What follows belongs to an exercise in optimizing a design on an open flow for small area, a short achievable clock period and few clock cycles; a production flow would make more cautious choices. No functional check of the RTL was part of any run shown here. No activity file was given, so power comes from the tool's default toggle rates.

[flow/run.sh]
#!/bin/bash
# synth_recipe.tcl (not shown) runs the flow's synth.tcl, then flattens the netlist and writes it again
# the make line also repeats each setting of config.mk as NAME=value (left out here)
make -C /OpenROAD-flow-scripts/flow DESIGN_CONFIG=/design/flow/config.mk WORK_HOME=/design/flow/orfs CLKGATE_MAP_FILE= SYNTH_SCRIPT=/design/flow/synth_recipe.tcl finish
[flow/config.mk]
export PLATFORM = sky130hd
export DESIGN_NAME = ppe_codec
export DESIGN_NICKNAME = ppe_codec
export VERILOG_FILES = /design/flow/design.v
export SDC_FILE = /design/flow/constraint.sdc
export NUM_CORES = 4
export LEC_CHECK = 0
export CAP_MARGIN = 20
export CORE_MARGIN = 2
export CORE_UTILIZATION = 40
export SETUP_SLACK_MARGIN = 1.8
export SLEW_MARGIN = 20
[flow/constraint.sdc]
create_clock -name core_clock -period 4.5 [get_ports {clk}]
set_input_delay 0.9000 -clock core_clock [delete_from_list [all_inputs] [get_ports {clk}]]
set_output_delay 0.9000 -clock core_clock [all_outputs]
set_load 0.01 [all_outputs]
[flow/design.v]
module ppe_codec (
    input  wire        clk,
    input  wire        rst,
    input  wire        cmd_valid,
    output reg         cmd_ready,
    input  wire [3:0]  cmd_op,
    input  wire [7:0]  cmd_seqaddr,
    input  wire [7:0]  cmd_cmd,
    input  wire [10:0] cmd_len,
    input  wire        in_valid,
    output reg         in_ready,
    input  wire [7:0]  in_data,
    output reg         out_valid,
    input  wire        out_ready,
    output wire [7:0]  out_data,
    output reg         res_valid,
    input  wire        res_ready,
    output reg  [3:0]  res_err,
    output wire [15:0] res_crc,
    output wire [7:0]  res_start,
    output wire [7:0]  res_seqaddr,
    output wire [7:0]  res_flen
);
    localparam [3:0] ERR_NONE      = 4'h0;
    localparam [3:0] ERR_TRUNCATED = 4'h5;
    localparam [3:0] ERR_CHECKSUM  = 4'h6;
    localparam [3:0] ERR_TOO_LARGE = 4'h8;
    localparam [3:0] ERR_ILLEGAL   = 4'hF;
    localparam [3:0] F_IDLE  = 4'd0,
                     F_CIN   = 4'd1,    
                     F_CT    = 4'd2,    
                     F_EH0   = 4'd3,    
                     F_EH1   = 4'd4,    
                     F_EH2   = 4'd5,    
                     F_EH3   = 4'd6,    
                     F_EDATA = 4'd7,    
                     F_D0    = 4'd8,    
                     F_D1    = 4'd9,    
                     F_D2    = 4'd10,   
                     F_PAY   = 4'd11,   
                     F_CK0   = 4'd12,   
                     F_CK1   = 4'd13,   
                     F_SKIP  = 4'd14,   
                     F_DONE  = 4'd15;   
    localparam [1:0] T_IDLE = 2'd0, T_LO = 2'd1, T_HI = 2'd2, T_WAIT = 2'd3;
    reg [3:0]  fs;
    reg [1:0]  ts;
    reg        tcrc;       
    reg [10:0] rem;        
    reg        lst;        
    reg        zr;         
    reg [7:0]  pcnt;       
    reg        plst;       
    reg        nneg;       
    reg        nbig;       
    reg [15:0] crc;
    reg        first;      
    reg [7:0]  start_b;
    reg [7:0]  seqaddr;
    reg [7:0]  flen;
    reg [7:0]  ob;         
    reg        obv;
    reg [7:0]  sk;         
    reg        skv;
    reg [3:0]  werr;
    reg        mlo;        
    reg        rkc;        
    reg        rkd;        
    assign out_data    = ob;
    assign res_crc     = crc;
    assign res_start   = start_b;
    assign res_seqaddr = seqaddr;
    assign res_flen    = flen;
    wire cmd_fire = cmd_valid & cmd_ready;
    wire in_fire  = in_valid & in_ready;
    wire out_fire = out_valid & out_ready;
    wire [15:0] base   = first ? 16'hFFFF : crc;
    wire        hdr    = (fs == F_EH1) | (fs == F_EH2) | (fs == F_EH3);
    wire [7:0]  cbyte  = hdr ? sk : in_data;
    reg  [15:0] crc_next;
    integer     i;
    always @* begin
        crc_next = base ^ {cbyte, 8'h00};
        for (i = 0; i < 8; i = i + 1)
            crc_next = crc_next[15] ? ((crc_next << 1) ^ 16'h8005) : (crc_next << 1);
    end
    wire obfree  = ~obv | out_fire;
    wire tfree   = (ts == T_IDLE) | ((ts == T_WAIT) & out_fire);
    wire slot    = ~res_valid | res_ready;
    wire drained = ~skv & obfree;
    wire fe_can_raise = slot & (ts == T_IDLE) & drained;
    wire trunc = nneg | (~nbig & (pcnt < in_data));
    wire mhi   = (in_data == crc[15:8]);
    wire ok    = mlo & mhi;
    wire cmd_zero = (cmd_len == 11'd0);
    wire cmd_one  = (cmd_len == 11'd1);
    wire cmd_big  = (|cmd_len[10:8]) | (&cmd_len[7:0]);
    wire [10:0] rem_m4 = rem - 11'd4;
    reg [3:0]  fs_n;
    reg [1:0]  ts_n;
    reg        raise, raise_rkd, raise_rkc;
    reg [3:0]  raise_err;
    reg        ob_ld;
    reg [7:0]  ob_d;
    reg        sk_ld, sk_set, sk_clr;
    reg [7:0]  sk_d;
    reg        crc_step, crc_init;
    reg        fe_done;
    reg [3:0]  done_err;
    reg        tail_new;
    reg        fl_hi;      
    always @* begin
        fs_n      = fs;
        ts_n      = ts;
        raise     = 1'b0;
        raise_rkd = 1'b0;
        raise_rkc = 1'b0;
        raise_err = ERR_NONE;
        ob_ld     = 1'b0;
        ob_d      = 8'h00;
        sk_ld     = 1'b0;
        sk_set    = 1'b0;
        sk_clr    = 1'b0;
        sk_d      = in_data;
        crc_step  = 1'b0;
        crc_init  = 1'b0;
        fe_done   = 1'b0;
        done_err  = werr;
        tail_new  = 1'b0;
        fl_hi     = 1'b0;
        if (skv & obfree) begin
            ob_ld  = 1'b1;
            ob_d   = sk;
            sk_clr = 1'b1;
        end
        case (ts)
            T_LO: if (~skv & obfree) begin
                ob_ld = 1'b1; ob_d = crc[7:0]; ts_n = T_HI; fl_hi = 1'b1;
            end
            T_HI: if (obfree) begin
                ob_ld = 1'b1; ob_d = flen; ts_n = T_WAIT;
            end
            T_WAIT: if (out_fire) begin
                raise = 1'b1; raise_rkc = tcrc; ts_n = T_IDLE;
            end
            default: ;
        endcase
        case (fs)
            F_IDLE: if (cmd_fire) begin
                case (cmd_op)
                    4'h1: fs_n = cmd_zero ? F_CT : F_CIN;
                    4'h2: begin
                        if (cmd_big) fs_n = F_SKIP;
                        else if (obfree & tfree) begin
                            ob_ld = 1'b1; ob_d = 8'h7F; fs_n = F_EH1;
                        end else fs_n = F_EH0;
                    end
                    4'h3: fs_n = cmd_zero ? F_DONE : F_D0;
                    default: fs_n = cmd_zero ? F_DONE : F_SKIP;
                endcase
            end
            F_CIN: if (in_fire) begin
                crc_step = 1'b1;
                if (lst) begin
                    if (obfree & tfree) begin
                        ob_ld = 1'b1; ob_d = crc_next[7:0]; ts_n = T_HI; tail_new = 1'b1;
                        fl_hi = 1'b1;
                        fs_n = F_IDLE;
                    end else fs_n = F_CT;
                end
            end
            F_CT: if (ts == T_IDLE & ~(res_valid & (rkc | rkd))) begin
                crc_init = first;
                ts_n = T_LO; tail_new = 1'b1;
                fs_n = F_IDLE;
            end
            F_EH0: if (obfree & tfree) begin
                ob_ld = 1'b1; ob_d = 8'h7F; fs_n = F_EH1;
            end
            F_EH1, F_EH2, F_EH3: if (obfree) begin
                ob_ld = 1'b1; ob_d = sk; crc_step = 1'b1;
                sk_ld = 1'b1;
                sk_d  = (fs == F_EH1) ? (rem[7:0] + 8'd1) : pcnt;
                if (fs == F_EH1) fs_n = F_EH2;
                else if (fs == F_EH2) fs_n = F_EH3;
                else if (zr) begin
                    ts_n = T_LO; tail_new = 1'b1; fs_n = F_IDLE;
                end else fs_n = F_EDATA;
            end
            F_EDATA: if (in_fire) begin
                crc_step = 1'b1;
                if (obfree & ~skv) begin
                    ob_ld = 1'b1; ob_d = in_data;
                end else begin
                    sk_ld = 1'b1; sk_set = 1'b1;
                end
                if (lst) begin
                    ts_n = T_LO; tail_new = 1'b1; fs_n = F_IDLE;
                end
            end
            F_D0: if (in_fire) begin
                if (lst) begin fe_done = 1'b1; done_err = ERR_TRUNCATED; end
                else fs_n = F_D1;
            end
            F_D1: if (in_fire) begin
                crc_step = 1'b1;
                if (lst) begin fe_done = 1'b1; done_err = ERR_TRUNCATED; end
                else fs_n = F_D2;
            end
            F_D2: if (in_fire) begin
                crc_step = 1'b1;
                if (lst) begin fe_done = 1'b1; done_err = ERR_TRUNCATED; end
                else if (trunc) fs_n = F_SKIP;
                else if (in_data == 8'd0) fs_n = F_CK0;
                else fs_n = F_PAY;
            end
            F_PAY: if (in_fire) begin
                crc_step = 1'b1;
                if (obfree & ~skv) begin
                    ob_ld = 1'b1; ob_d = in_data;
                end else begin
                    sk_ld = 1'b1; sk_set = 1'b1;
                end
                if (plst) fs_n = F_CK0;
            end
            F_CK0: if (in_fire) fs_n = F_CK1;
            F_CK1: if (in_fire) begin
                if (lst) begin fe_done = 1'b1; done_err = ok ? ERR_NONE : ERR_CHECKSUM; end
                else fs_n = F_SKIP;
            end
            F_SKIP: if (in_fire & lst) fe_done = 1'b1;
            F_DONE: fe_done = 1'b1;
            default: ;
        endcase
        if (fe_done) begin
            if (fe_can_raise) begin
                raise = 1'b1; raise_err = done_err; raise_rkd = (done_err == ERR_NONE);
                fs_n = F_IDLE;
            end else fs_n = F_DONE;
        end
    end
    wire skv_n  = sk_set | (skv & ~sk_clr);
    wire obv_n  = ob_ld | (obv & ~out_fire);
    wire rv_n   = raise | (res_valid & ~res_ready);
    wire rkc_n  = raise ? raise_rkc : rkc;
    wire rkd_n  = raise ? raise_rkd : rkd;
    wire tcrc_n = tail_new ? ((fs == F_CIN) | (fs == F_CT)) : tcrc;
    wire rhold      = res_valid & ~res_ready;
    wire hold_crc_n = (ts == T_LO) | ((ts != T_IDLE) & tcrc) | (rhold & (rkc | rkd));
    wire hold_dec_n = rhold & rkd;
    wire hold_fl    = (ts == T_LO) | (ts == T_HI);
    wire fin = in_fire & lst;
    reg ir_n, cr_n;
    always @* begin
        ir_n = 1'b0;
        cr_n = 1'b0;
        case (fs)
            F_IDLE: begin
                cr_n = ~cmd_fire & ~skv_n;
                if (cmd_fire & ~cmd_zero)
                    case (cmd_op)
                        4'h1: ir_n = ~hold_crc_n;
                        4'h2: ir_n = cmd_big;
                        4'h3: ir_n = ~hold_dec_n;
                        default: ir_n = 1'b1;
                    endcase
            end
            F_CIN: begin
                ir_n = ~fin & ~hold_crc_n;
                cr_n = fin & obfree & tfree;
            end
            F_CT:  cr_n = (ts == T_IDLE) & ~(res_valid & (rkc | rkd));
            F_EH3: begin
                ir_n = obfree & ~zr;
                cr_n = obfree & zr;
            end
            F_EDATA: begin
                ir_n = ~fin & ~skv_n;
                cr_n = fin & ~skv_n;
            end
            F_D0: begin
                ir_n = in_fire ? (~lst & ~hold_crc_n) : ~hold_dec_n;
                cr_n = fin & fe_can_raise;
            end
            F_D1: begin
                ir_n = in_fire ? (~lst & ~hold_crc_n & ~hold_fl) : ~hold_crc_n;
                cr_n = fin & fe_can_raise;
            end
            F_D2: begin
                ir_n = in_fire ? ~lst : (~hold_crc_n & ~hold_fl);
                cr_n = fin & fe_can_raise;
            end
            F_CK0: ir_n = 1'b1;
            F_PAY:  ir_n = (in_fire & plst) | ~skv_n;
            F_CK1, F_SKIP: begin
                ir_n = ~fin;
                cr_n = fin & fe_can_raise;
            end
            F_DONE: cr_n = fe_can_raise;
            default: ;
        endcase
    end
    always @(posedge clk) begin
        if (rst) begin
            fs        <= F_IDLE;
            ts        <= T_IDLE;
            obv       <= 1'b0;
            skv       <= 1'b0;
            res_valid <= 1'b0;
            out_valid <= 1'b0;
            in_ready  <= 1'b0;
            cmd_ready <= 1'b1;
            rkc       <= 1'b0;
            rkd       <= 1'b0;
        end else begin
            fs        <= fs_n;
            ts        <= ts_n;
            obv       <= obv_n;
            skv       <= skv_n;
            res_valid <= rv_n;
            out_valid <= obv_n & ~rv_n;
            in_ready  <= ir_n;
            cmd_ready <= cr_n;
            rkc       <= rkc_n;
            rkd       <= rkd_n;
        end
    end
    always @(posedge clk) begin
        tcrc <= tcrc_n;
        if (ob_ld) ob <= ob_d;
        if (sk_ld) sk <= sk_d;
        if (raise) res_err <= raise_err;
        if (crc_step) crc <= crc_next;
        else if (crc_init) crc <= 16'hFFFF;
        if (cmd_fire) first <= 1'b1;
        else if (crc_step) first <= 1'b0;
        if (cmd_fire) begin
            rem  <= cmd_len;
            lst  <= cmd_one;
            zr   <= cmd_zero;
            werr <= (cmd_op == 4'h2) ? ERR_TOO_LARGE :
                    (cmd_op == 4'h1) ? ERR_NONE :
                    (cmd_op == 4'h3) ? (cmd_zero ? ERR_TRUNCATED : ERR_NONE) : ERR_ILLEGAL;
            if (cmd_op == 4'h2) begin
                sk   <= cmd_seqaddr;
                pcnt <= cmd_cmd;
            end
        end else if (in_fire) begin
            rem <= rem - 11'd1;
            lst <= (rem == 11'd2);
        end
        if (fe_done) werr <= done_err;
        if (fl_hi) flen <= (ts == T_LO) ? crc[15:8] : crc_next[15:8];
        else if (in_fire & (fs == F_D2)) flen <= in_data;
        if (in_fire) begin
            case (fs)
                F_D0: start_b <= in_data;
                F_D1: begin
                    seqaddr <= in_data;
                    pcnt    <= rem_m4[7:0];
                    nneg    <= rem_m4[10];
                    nbig    <= ~rem_m4[10] & (|rem_m4[9:8]);
                end
                F_D2: begin
                    pcnt <= in_data;
                    plst <= (in_data == 8'd1);
                    if (trunc) werr <= ERR_TRUNCATED;
                end
                F_PAY: begin
                    pcnt <= pcnt - 8'd1;
                    plst <= (pcnt == 8'd2);
                end
                F_CK0: mlo <= (in_data == crc[7:0]);
                F_CK1: werr <= ok ? ERR_NONE : ERR_CHECKSUM;
                default: ;
            endcase
        end
    end
endmodule
==> impl_metrics.py, run 1 <==
metrics = {
    "outcome": {
        "status": "no timing/DRC/antenna violations",
    },
    "placed_design": {
        "place_hpwl_um": 18000,
        "gp_congestion": 0.912,
        "preCtsSetupSlack_ns": 0.920,
        "io_buffer_count": 100,
    },
    "cts": {
        "cts_sinks": 105,
        "clk_pin_slew_ns": 0.07,
        "clk_path_buf_depth": 2,
        "root_buffer": "clkbuf_16",
        "h-tree-depth": 3,
        "cts_buffers": 9,
        "clk_latency_ns": 0.36,
        "hold_buffers": 0,
        "tritoncts": "built",
    },
    "layout": {
        "diodes": 0,
        "nets": 1054,
        "areaGrowthSynthToFinish_pct": 29.9,
        "drive_gt1_frac": 0.164,
    },
    "global_routing": {
        "grt_pass1_wl_um": 39100,
        "grt_overflow": 0,
        "first_global_vias": 7032,
        "grt_max_degree": 30,
        "grtUsageTotal": 0.254,
        "antenna_found_initial": 1,
    },
    "floorplan": {
        "rows": 49,
        "die_y_um": 140,
        "core_area_um2": 18100,
        "dieWidth_um": 140,
        "io_pins": 101,
        "dieArea_um2": 19700,
        "start_util": 0.411,
    },
    "power_and_ir_drop": {
        "internal_power_w": 0.00324,
        "power_density_nw_per_um2": 600,
        "pwr-share-comb": 0.550,
        "power.leakage_nw": 3.45,
        "p_sw_frac": 0.441,
        "clkPwrFrac": 0.136,
        "peakVddDrop_mv": 0.334,
        "p_seq_frac": 0.313,
        "p_sw_w": 0.00255,
    },
    "route": {
        "drt_iter0_markers": 680,
        "vias": 7215,
        "drt_wl_total_um": 25100,
        "wl_per_cell_um": 20.5,
        "drc_errors": 0,
        "final_antenna_net_count": 0,
        "first_pass_iters": 6,
        "avgViaCountPerCell": 5.89,
    },
    "worst_setup_path": {
        "critPathLaunchType": "input pin",
        "r2r_start": "fs[2]",
        "cp_cell_sequence": "clkdlybuf4s50_1, nand4_1, o21ai_1, nor2_1, a21oi_4, inv_1, o32a_4, o21ba_2, and3_1",
        "critPathMaxFanout": 9,
        "end_kind": "flop",
        "worstPathArrival_ns": 2.88,
        "slowest_delay_ns": 0.56,
        "startpoint": "cmd_len[3]",
        "path_class": "input pin to flop",
        "cp_slowest_cell": "clkdlybuf4s50_1",
        "required_ns": 4.76,
    },
    "run": {
        "cap_violations": 0,
    },
    "synthesis": {
        "yosysTopAreaCellShare": 0.283,
        "ys_top_cells_by_area": "edfxtp_1 28%, dfxtp_1 9.4%, xnor2_1 5.2%",
        "ys_async_sr_fraction": 0,
        "synth_cell_types": 76,
        "ys_seq_elements": 105,
        "synth-xor-area-share": 0.0958,
        "syn_area_um2": 7430,
        "ys.warnings.count": 1,
        "synthMuxAreaShare": 0.0175,
        "syn_inst": 872,
        "synthAdderAreaFrac": 0.0320,
        "synth-compound-area-share": 0.226,
        "synthSimpleGateAreaFrac": 0.207,
        "syn-mean-instance-area_um2": 8.52,
        "synth_area_leader_cell": "edfxtp_1",
        "synth_top_family_by_area": "compound AO/OA/AOI/OAI gates",
        "synth_ff_type": "edfxtp_1",
        "synth_edf_count": 70,
        "synth_nets": 936,
        "yosysSeqAreaShare": 0.377,
    },
    "timing": {
        "setup-violations-final": 0,
        "finClkSkew_ns": 0.00902,
        "tns_ns": 0,
        "period_share": 0.583,
        "rsz0062_at_grt": "true",
        "min_period_ns": 2.62,
        "worst_pin_slew_ns": 0.775,
        "slew_headroom": 0.479,
        "drv_slew": 0,
        "hold_violations": 0,
        "fmax_ghz": 0.381,
        "finalWorstSetupSlack_ns": 1.88,
    },
    "worst_hold_path": {
        "hp-start": "rkc",
        "worstHoldPathType": "flop to flop",
    },
}
## state kept, by name, summed over array words and instances (netlist names), 2 cells and up
name and flops:
rem 11, ts 2, crc 16, fs 4, ob 8, res_err 4
werr 4, start_b 8, seqaddr 8, pcnt 8, sk 8, flen 8
## synthesized netlist by cell type, types with 14 or more instances
| cell | n |
|---|---|
| xor2_1 | 31 |
| dfxtp_1 | 35 |
| inv_1 | 24 |
| nor3_1 | 22 |
| edfxtp_1 | 70 |
| nand3_1 | 14 |
| o21ai_0 | 71 |
| ha_1 | 19 |
| xnor2_1 | 44 |
| nand2_1 | 86 |
| nand2b_1 | 22 |
| clkbuf_1 | 42 |
| a22oi_1 | 18 |
| nor2_1 | 99 |
| a21oi_1 | 59 |
## worst max-delay path: cells and delay by family
family	cells	cell delay (ns)
compound gates	4	0.92
buf+inv	2	0.65
simple gates	3	0.41
## path summary, 6_finish.rpt
kind                    end  cells after the start  slack [ns]
setup / recovery  out_valid                      9        1.88
hold / removal          rkc                      2        0.51
setup reg to reg      ob[0]                     11        1.93
hold reg to reg         rkc                      2        0.51
## through the flow
stage,std cells,total power (W),hold slack (ns),utilization,instance area (µm²)
2_1_floorplan,872,0.00363,0.474,-,7480
3_3_place_gp,1167,0.00451,0.497,0.481,8700
3_5_place_dp,1167,0.00453,0.504,0.481,8700
4_1_cts,1208,0.00553,0.517,0.519,9390
5_1_grt,1224,0.00616,0.565,0.534,9650
6_report,1224,0.00579,0.514,0.534,9650
## kinds of logic (layout without fill, tap and decap cells)
group,after synthesis,in the layout
adders and majority gates,19,19
AOI/OAI and AO/OA,256,256
buffers and inverters,84,207
and+or+nand+nor,317,317
xor gates and xnor gates,78,78
muxes,13,13
DFF,105,105
## cell type report
type | count | area (µm²)
Timing Repair Buffer | 166 | 1530
Clock inverter | 6 | 57.6
Fill cell | 1711 | 8430
Multi-Input combinational cell | 683 | 4640
Tap cell | 229 | 287
Clock buffer | 10 | 229
Inverter | 25 | 101
Sequential cell | 105 | 2810
## cells in the final DEF, fill, tap and decap left out, drive strengths merged, types with 23 or more instances in the layout
cell type	synthesis	final
a21oi	64	64
buf	17	67
clkdlybuf4s50	0	87
dfxtp	35	35
edfxtp	70	70
inv	24	27
nand2	87	87
nand2b	23	23
nor2	99	99
nor3	23	23
o21ai	76	76
xnor2	45	45
xor2	32	32
## metal layers
metal,up-vias,GRT usage,part of all wire
li1,3410,-,-
met1,3463,0.342,0.43
met2,283,0.415,0.48
met3,57,0.0448,0.063
met4,2,0.0797,0.028
met5,-,0,0.00040
## power by group through the flow
stage          combinational [W]  sequential, W  clock (W)
3_5_place_dp             0.00272        0.00181          0
4_1_cts                  0.00294        0.00180   0.000798
6_report                 0.00319        0.00181   0.000788
5_1_grt                  0.00348        0.00185   0.000830
3_3_place_gp             0.00270        0.00182          0
2_1_floorplan            0.00197        0.00166          0
## timing repair
| item | 4_1_cts | 5_1_grt |
|---|---|---|
| setup endpoints to repair | 82 | 89 |
| pin swaps | 17 | 16 |
| buffers inserted | 25 | 16 |
| gates resized for setup | 61 | 44 |
==> run 2, diff against run 1 <==
--- a/flow/config.mk
+++ b/flow/config.mk
@@ -9,4 +9,3 @@
 export CORE_MARGIN = 2
 export CORE_UTILIZATION = 40
-export SETUP_SLACK_MARGIN = 1.8
 export SLEW_MARGIN = 20
==> run 2 against run 1 <==
Net effect:
- still clean on timing, DRC and antenna
- global-route usage is 1.2 points lower
- sequential share of layout area increased by 2.1 points
- core utilization fell by 3.7 points
- wire length shrank 3.6%
- synthesized cell count unchanged
- non-clock buffer count shrank 43
- worst hold slack got worse by 0.0093 ns
- die area is the same
- first-iteration DRC count up 8.4%
- total power fell by 5.9%
- count of clock-buffer cells in the layout unchanged
- critical endpoint unchanged
- largest power group unchanged
==> impl_metrics.py, run 2 <==
metrics = {
    "outcome": {
        "status": "no timing/DRC/antenna violations",
    },
    "synthesis": {
        "syn_inst": 872,
        "ys_top_cells_by_area": "edfxtp_1 28%, dfxtp_1 9.4%, xnor2_1 5.2%",
        "yosysSeqAreaShare": 0.377,
        "syn-mean-instance-area_um2": 8.52,
        "ys_async_sr_fraction": 0,
        "ys_seq_elements": 105,
        "synth_nets": 936,
        "synth_edf_count": 70,
        "synthTopCellsByCount": "99 x nor2_1, 86 x nand2_1, 71 x o21ai_0",
        "ys.warnings.count": 1,
        "synth_area_leader_cell": "edfxtp_1",
        "synth.most_common_cell": "nor2_1",
        "syn_area_um2": 7430,
        "synth_cell_types": 76,
        "yosysTopAreaCellShare": 0.283,
        "synth_ff_type": "edfxtp_1",
    },
    "worst_setup_path": {
        "cp_num_buf_inv": 3,
        "required_ns": 4.76,
        "r2r_cells": 8,
        "end_kind": "flop",
        "critPathLaunchType": "input pin",
        "path_class": "input pin to flop",
        "worstPathArrival_ns": 3.59,
        "slowest_delay_ns": 0.43,
        "crit-reg2reg-capture": "ob[0]",
        "cp_slowest_cell": "a21oi_2",
        "r2r_start": "fs[0]",
        "cp_common_cell": "nand2_1",
        "cp_cell_sequence": "clkdlybuf4s50_1, nand2_1, clkinv_1, nand2_1, nor3_2, a21oi_2, inv_1, o32a_1, o21ba_2, and3_1",
        "crit_family": "compound AO/OA/AOI/OAI gates",
        "critPathMaxFanout": 11,
        "ff2ff_setup_slack_ns": 1.36,
    },
    "timing": {
        "hold_violations": 0,
        "fmax_ghz": 0.301,
        "tns_ns": 0,
        "rsz0062_at_grt": "false",
        "worst_pin_slew_ns": 1.02,
        "min_period_ns": 3.33,
        "slew_headroom": 0.316,
        "drv_slew": 0,
        "period_share": 0.739,
        "finClkSkew_ns": 0.0107,
        "setup-violations-final": 0,
    },
    "power_and_ir_drop": {
        "power.leakage_nw": 3.13,
        "peakVddDrop_mv": 0.280,
        "power_density_nw_per_um2": 606,
    },
    "floorplan": {
        "core_area_um2": 18100,
        "io_pins": 101,
        "dieWidth_um": 140,
        "rows": 49,
        "die_y_um": 140,
        "start_util": 0.411,
        "dieArea_um2": 19700,
    },
    "layout": {
        "layout_common_cells": "100 x clkdlybuf4s50_1, 99 x nor2_1, 86 x nand2_1",
        "regMostFlops": "crc",
        "largest_reg_flops": 16,
        "nFillCells": 1770,
        "nets": 1011,
        "regArea_um2": 2800,
        "areaGrowthSynthToFinish_pct": 20.9,
        "multiInputGateArea_um2": 4300,
        "fin_area_um2": 8990,
        "stdcell_count": 1181,
        "drive_gt1_frac": 0.0693,
        "final_util": 0.497,
        "reg.largest.list": "crc (16), rem (11)",
        "diodes": 0,
        "final_common_cell": "clkdlybuf4s50_1",
    },
    "global_routing": {
        "grt_overflow": 0,
        "first_global_vias": 6622,
        "antenna_found_initial": 0,
        "grt_pass1_wl_um": 37400,
        "grtUsageTotal": 0.242,
        "grt_max_degree": 30,
    },
    "cts": {
        "clk_latency_ns": 0.37,
        "hold_buffers": 0,
        "cts_buffers": 9,
        "cts_sinks": 105,
        "root_buffer": "clkbuf_16",
        "tritoncts": "built",
        "clk_pin_slew_ns": 0.07,
        "post_cts_buffers": 0,
        "h-tree-depth": 3,
        "cts_resized": 0,
        "clk_path_buf_depth": 2,
    },
    "placed_design": {
        "io_buffer_count": 100,
        "dp_cells": 1165,
        "place_area_um2": 8650,
        "place_hpwl_um": 18000,
        "gp_congestion": 0.933,
    },
    "worst_hold_path": {
        "hp-start": "rkc",
        "hold_end": "rkc",
        "holdPathStages": 2,
        "worstHoldPathType": "flop to flop",
    },
    "route": {
        "wl_met3_um": 1710,
        "final_antenna_net_count": 0,
        "avgViaCountPerCell": 6.00,
        "drc_errors": 0,
        "vias": 7081,
        "route.met2.wl_um": 11500,
        "drt_wl_total_um": 24200,
        "drt-met1-wl_um": 10500,
        "wl_per_cell_um": 20.5,
        "drt_iter0_markers": 737,
        "first_pass_iters": 7,
        "dr.max_layer_used": "met4",
    },
    "run": {
        "cap_violations": 0,
    },
}
==> run 2: cell counts after synthesis <==
Identical to the previous run, type by type.
==> run 2: kinds of logic (layout without fill, tap and decap cells) <==
family,after synthesis,in the layout,share of synthesized area
buffers and inverters,84,164,0.0456
adders and majority gates,19,19,0.0320
DFF,105,105,0.377
muxes,13,13,0.0175
xor gates and xnor gates,78,78,0.0958
and+or+nand+nor,317,317,0.207
AOI/OAI and AO/OA,256,256,0.226
==> run 2: through the flow <==
step / hold slack, ns / power [W] / worst slack, ns
after floorplan: 0.473 / 0.00360 / 1.58
after global placement: 0.500 / 0.00449 / 0.888
final: 0.504 / 0.00545 / 1.17
after global routing: 0.528 / 0.00578 / 1.08
after CTS: 0.508 / 0.00541 / 1.21
after detailed placement: 0.488 / 0.00450 / 0.843
==> run 2: worst register-to-register path, cell delays in order, from the launching register on <==
cell and delay, ns:
dfxtp_1 0.98, nand2_2 0.34, nand3_1 0.15, o21ai_1 0.08, xnor2_1 0.38, xnor2_1 0.23
xor2_1 0.35, xnor2_1 0.22, o221ai_2 0.13
==> run 2: worst max-delay path by stage <==
stage                     from   endpoint  slack [ns]  depth (start not counted)
CTS                  cmd_valid  out_valid        1.21                         10
floorplan            out_ready     crc[0]        1.58                          6
finish               cmd_valid  out_valid        1.17                         10
global route         out_ready    flen[2]        1.08                          7
detailed placement   cmd_valid  out_valid        0.84                         10
global placement    in_data[1]      ob[0]        0.89                          9
==> run 2: final cells by class <==
class	count	share of cell area
Multi-Input combinational cell	683	0.478
Sequential cell	105	0.312
Timing Repair Buffer	123	0.131
Tap cell	229	0.0319
Clock buffer	10	0.0266
Clock inverter	6	0.0107
Inverter	25	0.0104
==> run 2: per-layer routing <==
layer / up-vias / global-route usage
met5: - / 0
met1: 3401 / 0.343
met2: 326 / 0.392
li1: 3325 / -
met3: 29 / 0.0332
met4: 0 / 0.0579
==> run 2: where the power goes <==
group          leakage (nW)  internal, W  total (W)  switching, W
sequential            0.901      0.00140    0.00184      0.000442
combinational          2.07      0.00116    0.00270       0.00154
clock                 0.162     0.000512   0.000911      0.000399
==> run 3, diff against run 2 <==
==> flow/flow/run.sh (new file) <==
#!/bin/bash
# Standard layout, but the port buffers are plain buf_2 cells instead of the
# resizer's default pick (a 0.5 ns delay buffer).
set -euo pipefail
export BUFFER_PORTS_ARGS="-buffer_cell sky130_fd_sc_hd__buf_2"
bash standard.sh > standard_flow.log 2>&1
==> flow/standard.sh (new file) <==
#!/bin/bash
# synth_recipe.tcl (not shown) runs the flow's synth.tcl, then flattens the netlist and writes it again
# the make line also repeats each setting of config.mk as NAME=value (left out here)
make -C /OpenROAD-flow-scripts/flow DESIGN_CONFIG=/design/flow/config.mk WORK_HOME=/design/flow/orfs CLKGATE_MAP_FILE= SYNTH_SCRIPT=/design/flow/synth_recipe.tcl "${@:-finish}"
--- a/flow/config.mk
+++ b/flow/config.mk
@@ -9,3 +9,4 @@
 export CORE_MARGIN = 2
 export CORE_UTILIZATION = 40
+export SETUP_SLACK_MARGIN = 2.0
 export SLEW_MARGIN = 20
removed: flow/run.sh
==> run 3 against run 2 <==
Net effect:
- still clean
- non-clock buffer count increased by 11
- setup slack better by 0.83 ns
- cell count rose by 0.93%
- synthesized cell count unchanged
- critical path type unchanged
- critical endpoint unchanged
==> impl_metrics.py, run 3 <==
metrics = {
    "power_and_ir_drop": {
        "p_total_w": 0.00560,
        "power.leakage_nw": 3.24,
        "power_density_nw_per_um2": 625,
        "peakVddDrop_mv": 0.253,
    },
    "layout": {
        "drive_gt1_frac": 0.236,
        "nFillCells": 1721,
        "diodes": 0,
        "reg.largest.list": "crc (16), rem (11)",
        "areaGrowthSynthToFinish_pct": 20.5,
        "regArea_um2": 2810,
        "layout_common_cells": "93 x nor2_1, 93 x buf_2, 84 x nand2_1",
        "largest_reg_flops": 16,
        "nets": 1022,
        "regMostFlops": "crc",
        "multiInputGateArea_um2": 4620,
        "fin_area_um2": 8960,
        "final_util": 0.495,
    },
    "global_routing": {
        "antenna_found_initial": 0,
        "grt_overflow": 0,
        "grt_max_degree": 34,
        "first_global_vias": 6550,
        "grt_pass1_wl_um": 37000,
        "grtUsageTotal": 0.241,
    },
    "placed_design": {
        "place_hpwl_um": 17100,
        "io_buffer_count": 100,
        "place_area_um2": 8180,
        "gp_congestion": 0.916,
    },
    "worst_setup_path": {
        "end_kind": "flop",
        "worstPathArrival_ns": 2.76,
        "crit_family": "compound AO/OA/AOI/OAI gates",
        "cp_num_buf_inv": 2,
        "critPathMaxFanout": 9,
        "cp_slowest_cell": "o32a_4",
        "slowest_delay_ns": 0.48,
        "critPathLaunchType": "input pin",
        "cp_cell_sequence": "buf_2, a21bo_4, a21oi_4, buf_4, o31ai_4, o32a_4, o21ba_4, and3_1",
        "required_ns": 4.77,
        "path_class": "input pin to flop",
    },
    "route": {
        "wl_per_cell_um": 20.2,
        "drc_errors": 0,
        "avgViaCountPerCell": 5.93,
        "drt_iter0_markers": 697,
        "vias": 7065,
        "final_antenna_net_count": 0,
        "first_pass_iters": 8,
        "drt_wl_total_um": 24000,
    },
    "floorplan": {
        "die_y_um": 140,
        "rows": 49,
        "dieArea_um2": 19700,
        "dieWidth_um": 140,
        "start_util": 0.411,
        "io_pins": 101,
        "core_area_um2": 18100,
    },
    "synthesis": {
        "yosysTopAreaCellShare": 0.283,
        "syn_area_um2": 7430,
        "synth_nets": 936,
        "synth_ff_type": "edfxtp_1",
        "syn-mean-instance-area_um2": 8.52,
        "ys_top_cells_by_area": "edfxtp_1 28%, dfxtp_1 9.4%, xnor2_1 5.2%",
        "synth_cell_types": 76,
        "syn_inst": 872,
        "ys.warnings.count": 1,
        "yosysSeqAreaShare": 0.377,
        "ys_async_sr_fraction": 0,
        "ys_seq_elements": 105,
        "synth_area_leader_cell": "edfxtp_1",
        "synth_edf_count": 70,
        "synthTopCellsByCount": "99 x nor2_1, 86 x nand2_1, 71 x o21ai_0",
        "synth.most_common_cell": "nor2_1",
    },
    "timing": {
        "fmax_ghz": 0.401,
        "finClkSkew_ns": 0.0129,
        "setup-violations-final": 0,
        "drv_slew": 0,
        "worst_pin_slew_ns": 0.998,
        "tns_ns": 0,
        "period_share": 0.554,
        "hold_violations": 0,
        "whs_ns": 0.524,
        "min_period_ns": 2.49,
        "slew_headroom": 0.332,
        "rsz0062_at_grt": "true",
    },
    "cts": {
        "h-tree-depth": 3,
        "clk_path_buf_depth": 2,
        "tritoncts": "built",
        "clk_pin_slew_ns": 0.08,
        "root_buffer": "clkbuf_16",
        "cts_buffers": 9,
        "cts_sinks": 105,
        "hold_buffers": 0,
        "clk_latency_ns": 0.37,
    },
    "worst_hold_path": {
        "worstHoldPathType": "flop to flop",
    },
    "outcome": {
        "status": "no timing/DRC/antenna violations",
    },
    "run": {
        "cap_violations": 0,
    },
}
-- run 3: layout make-up --
class	instances	share of cell area
Clock buffer	9	0.0251
Timing Repair Buffer	134	0.0930
Tap cell	229	0.0320
Inverter	25	0.0108
Multi-Input combinational cell	683	0.515
Sequential cell	105	0.314
Clock inverter	7	0.00950
-- run 3: cell families after synthesis --
family                     share of synthesized area
and+or+nand+nor                                0.207
DFF                                            0.377
buffers and inverters                         0.0456
xor gates and xnor gates                      0.0958
adders and majority gates                     0.0320
muxes                                         0.0175
AOI/OAI and AO/OA                              0.226
-- run 3: power breakdown --
group	internal, W	switching (W)
clock	0.000397	0.000426
combinational	0.00127	0.00170
sequential	0.00140	0.000410
total	0.00307	0.00253
-- run 3: worst min-delay path, cell delays in order, from the launching register on --
cell,delay (ns)
dfxtp_1,0.33
nand3b_1,0.08
a21oi_1,0.06
-- run 3: what timing repair did --
action | 4_1_cts | 5_1_grt
pin swaps | 5 | 10
endpoints found under the setup margin | 96 | 71
gates resized for setup | 35 | 40
setup buffers | 3 | 19
-- run 3: final timing paths --
| kind | from | endpoint | slack (ns) | cells past startpoint |
|---|---|---|---|---|
| setup / recovery | out_ready | out_valid | 2.01 | 8 |
| hold / removal | rkc | rkc | 0.52 | 2 |
| setup reg to reg | fs[2] | fs[1] | 2.01 | 9 |
| hold reg to reg | rkc | rkc | 0.52 | 2 |
-- run 3: per-stage QoR --
stage | std cells | setup WS (ns)
2_1_floorplan | 872 | 1.88
3_3_place_gp | 1154 | 1.24
3_5_place_dp | 1154 | 1.23
4_1_cts | 1173 | 1.95
5_1_grt | 1192 | 1.89
6_report | 1192 | 2.01
-- run 3: layer usage --
layer | up-vias | GRT usage | routed length (µm)
met1 | 3369 | 0.337 | 10800
met5 | - | 0 | 0
met4 | 0 | 0.0936 | 697
met3 | 49 | 0.0431 | 1500
met2 | 292 | 0.373 | 11000
li1 | 3355 | - | -
==> run 4, diff against run 3 <==
--- a/flow/config.mk
+++ b/flow/config.mk
@@ -9,4 +9,3 @@
 export CORE_MARGIN = 2
 export CORE_UTILIZATION = 40
-export SETUP_SLACK_MARGIN = 2.0
 export SLEW_MARGIN = 20
==> run 4 against run 3 <==
Net effect:
- non-clock buffer count fell by 19
- core utilization fell by 2.9 points
- via count fell by 0.81%
- setup slack got worse by 0.71 ns
- final area fell by 5.9%
- worst hold slack got worse by 0.015 ns
- synthesized area did not move
- register-to-register slack got worse by 0.71 ns
- synthesized cell count did not move
- sequential share of layout area rose by 1.8 points
- die area did not move
- count of clock-buffer cells in the layout did not move
- largest cell class unchanged
- highest routed layer unchanged
==> impl_metrics.py, run 4 <==
metrics = {
    "worst_setup_path": {
        "end_kind": "flop",
        "cp_num_buf_inv": 2,
        "cp_cell_sequence": "buf_4, or2_0, nor3_2, nor2_1, o21ai_0, buf_4",
        "worstPathArrival_ns": 3.33,
        "crit_family": "simple AND/OR/NAND/NOR gates",
        "startpoint": "fs[1]",
        "cp_slowest_cell": "nor2_1",
        "crit-reg2reg-capture": "flen[4]",
        "critPathLaunchType": "flop",
        "cp_num_cells": 6,
        "required_ns": 4.63,
        "slowest_delay_ns": 0.73,
        "ff2ff_setup_slack_ns": 1.30,
        "r2r_start": "fs[1]",
        "path_class": "flop to flop",
        "crit_path_end": "flen[4]",
        "critPathMaxFanout": 20,
        "r2r_cells": 6,
        "cp_common_cell": "buf_4",
    },
    "layout": {
        "layout_common_cells": "100 x buf_2, 98 x nor2_1, 86 x nand2_1",
        "largest_reg_flops": 16,
        "fin_area_um2": 8430,
        "reg.largest.list": "crc (16), rem (11)",
        "regMostFlops": "crc",
        "nFillCells": 1776,
        "areaGrowthSynthToFinish_pct": 13.3,
        "diodes": 0,
        "nets": 1003,
        "final_common_cell": "buf_2",
        "drive_gt1_frac": 0.168,
    },
    "placed_design": {
        "io_buffer_count": 100,
        "place_hpwl_um": 17600,
        "gp_congestion": 0.949,
        "place_area_um2": 8090,
    },
    "timing": {
        "setup-violations-final": 0,
        "rsz0062_at_grt": "false",
        "hold_violations": 0,
        "slew_headroom": 0.311,
        "min_period_ns": 3.20,
        "period_share": 0.711,
        "drv_slew": 0,
        "fmax_ghz": 0.313,
        "tns_ns": 0,
        "worst_pin_slew_ns": 1.03,
        "finClkSkew_ns": 0.00764,
    },
    "route": {
        "vias": 7008,
        "drt_iter0_markers": 720,
        "avgViaCountPerCell": 5.97,
        "wl_per_cell_um": 20.6,
        "drc_errors": 0,
        "drt_wl_total_um": 24200,
        "first_pass_iters": 5,
        "final_antenna_net_count": 0,
    },
    "worst_hold_path": {
        "worstHoldPathType": "flop to flop",
    },
    "cts": {
        "clk_pin_slew_ns": 0.08,
        "post_cts_buffers": 0,
        "hold_buffers": 0,
        "root_buffer": "clkbuf_16",
        "tritoncts": "built",
        "cts_resized": 0,
        "h-tree-depth": 3,
        "clk_latency_ns": 0.36,
        "cts_sinks": 105,
        "cts_buffers": 9,
        "clk_path_buf_depth": 2,
    },
    "global_routing": {
        "grt_pass1_wl_um": 37900,
        "grtUsageTotal": 0.246,
        "first_global_vias": 6707,
        "antenna_found_initial": 0,
        "grt_overflow": 0,
        "grt_max_degree": 33,
    },
    "power_and_ir_drop": {
        "power_density_nw_per_um2": 631,
        "peakVddDrop_mv": 0.248,
        "power.leakage_nw": 3.07,
    },
    "floorplan": {
        "io_pins": 101,
        "rows": 49,
        "dieWidth_um": 140,
        "dieArea_um2": 19700,
        "start_util": 0.411,
        "die_y_um": 140,
        "core_area_um2": 18100,
    },
    "synthesis": {
        "synth_area_leader_cell": "edfxtp_1",
        "yosysSeqAreaShare": 0.377,
        "synth_edf_count": 70,
        "ys.warnings.count": 1,
        "ys_async_sr_fraction": 0,
        "synthTopCellsByCount": "99 x nor2_1, 86 x nand2_1, 71 x o21ai_0",
        "syn-mean-instance-area_um2": 8.52,
        "syn_inst": 872,
        "synth.most_common_cell": "nor2_1",
        "synth_cell_types": 76,
        "yosysTopAreaCellShare": 0.283,
        "synth_nets": 936,
        "ys_top_cells_by_area": "edfxtp_1 28%, dfxtp_1 9.4%, xnor2_1 5.2%",
        "syn_area_um2": 7430,
        "ys_seq_elements": 105,
        "synth_ff_type": "edfxtp_1",
    },
    "run": {
        "cap_violations": 0,
    },
    "outcome": {
        "status": "no timing/DRC/antenna violations",
    },
}
[run 4: cell counts after synthesis]
Identical to the previous run, type by type.
[run 4: area by class of cell]
cell class | count | area (µm²) | area share
Inverter | 25 | 93.8 | 0.0111
Tap cell | 229 | 287 | 0.0340
Clock buffer | 9 | 225 | 0.0267
Clock inverter | 7 | 105 | 0.0125
Timing Repair Buffer | 115 | 613 | 0.0728
Multi-Input combinational cell | 683 | 4300 | 0.510
Sequential cell | 105 | 2800 | 0.333
[run 4: logic make-up after synthesis]
logic type,after synthesis,synth area share
AOI/OAI and AO/OA,256,0.226
xor gates and xnor gates,78,0.0958
adders and majority gates,19,0.0320
buffers and inverters,84,0.0456
DFF,105,0.377
muxes,13,0.0175
and+or+nand+nor,317,0.207
[run 4: layer usage]
metal / global-route usage / part of all wire / vias up
met5: 0 / 0 / -
met4: 0.0946 / 0.027 / 0
met3: 0.0349 / 0.071 / 46
met2: 0.385 / 0.46 / 307
met1: 0.344 / 0.44 / 3337
li1: - / - / 3318
[run 4: worst reg2reg max path, delay by kind of cell, from the launching register on]
kind / cells / cell delay, ns
buf+inv: 2 / 0.58
compound gates: 1 / 0.19
simple gates: 3 / 1.53
flops: 1 / 0.66
[run 4: stage by stage]
stage                     setup WS, ns  total power [W]  std cells  hold slack (ns)  utilization
after floorplan                   1.58          0.00360        872            0.473            -
after global placement            1.30          0.00436       1157            0.501        0.447
after detailed placement          1.22          0.00438       1157            0.495        0.447
after CTS                         1.45          0.00527       1173            0.512        0.466
after global routing              1.17          0.00566       1173            0.538        0.466
final                             1.30          0.00531       1173            0.509        0.466
[run 4: report_power, final]
part | switching [W] | total (W) | internal [W]
logic | 0.00159 | 0.00263 | 0.00104
clock network | 0.000429 | 0.000884 | 0.000455
registers | 0.000405 | 0.00180 | 0.00140
total | 0.00242 | 0.00531 | 0.00289
[run 4: worst min-delay path by stage]
| stage | startpoint | end | slack [ns] | cells after the start |
|---|---|---|---|---|
| after CTS | rkc | rkc | 0.51 | 2 |
| after detailed placement | rkc | rkc | 0.50 | 2 |
| after floorplan | rkc | rkc | 0.47 | 2 |
| after global placement | rkc | rkc | 0.50 | 2 |
| final | rkc | rkc | 0.51 | 2 |
| after global routing | rkc | rkc | 0.54 | 2 |

[what the ideal ports hide]
The flow's constraints put no driver on any port. The routed layouts listed below were extracted and timed again, unchanged, in two steps. Step 1 assumes that a clkbuf_16 drives the clock port and a buf_2 every other input. Step 2 times the ports against the registers' clock, not the clock port: input delays grow and output delays shrink by t, the midpoint of the rising clock arrivals with the driver on. Slacks: ideal ports / drivers / drivers and shift; pairs: ideal ports / drivers.
run | t (ns) | slack for setup (ns) | worst hold slack (ns) | worst register clock-pin slew, ns
run 1 | 0.400 | 1.877 / 1.897 / 1.497 | 0.514 / 0.514 / 0.514 | 0.08 / 0.08
run 2 | 0.405 | 1.173 / 1.192 / 0.787 | 0.504 / 0.504 / 0.504 | 0.08 / 0.08
run 3 | 0.413 | 2.007 / 2.012 / 1.620 | 0.524 / 0.524 / 0.524 | 0.09 / 0.09
run 4 | 0.404 | 1.302 / 1.302 / 1.171 | 0.509 / 0.509 / 0.509 | 0.08 / 0.08
After both steps every run listed still meets setup and hold. The setup slack of run 3, which loses most, moves by +0.005 ns with the drivers and by -0.387 ns with both steps.
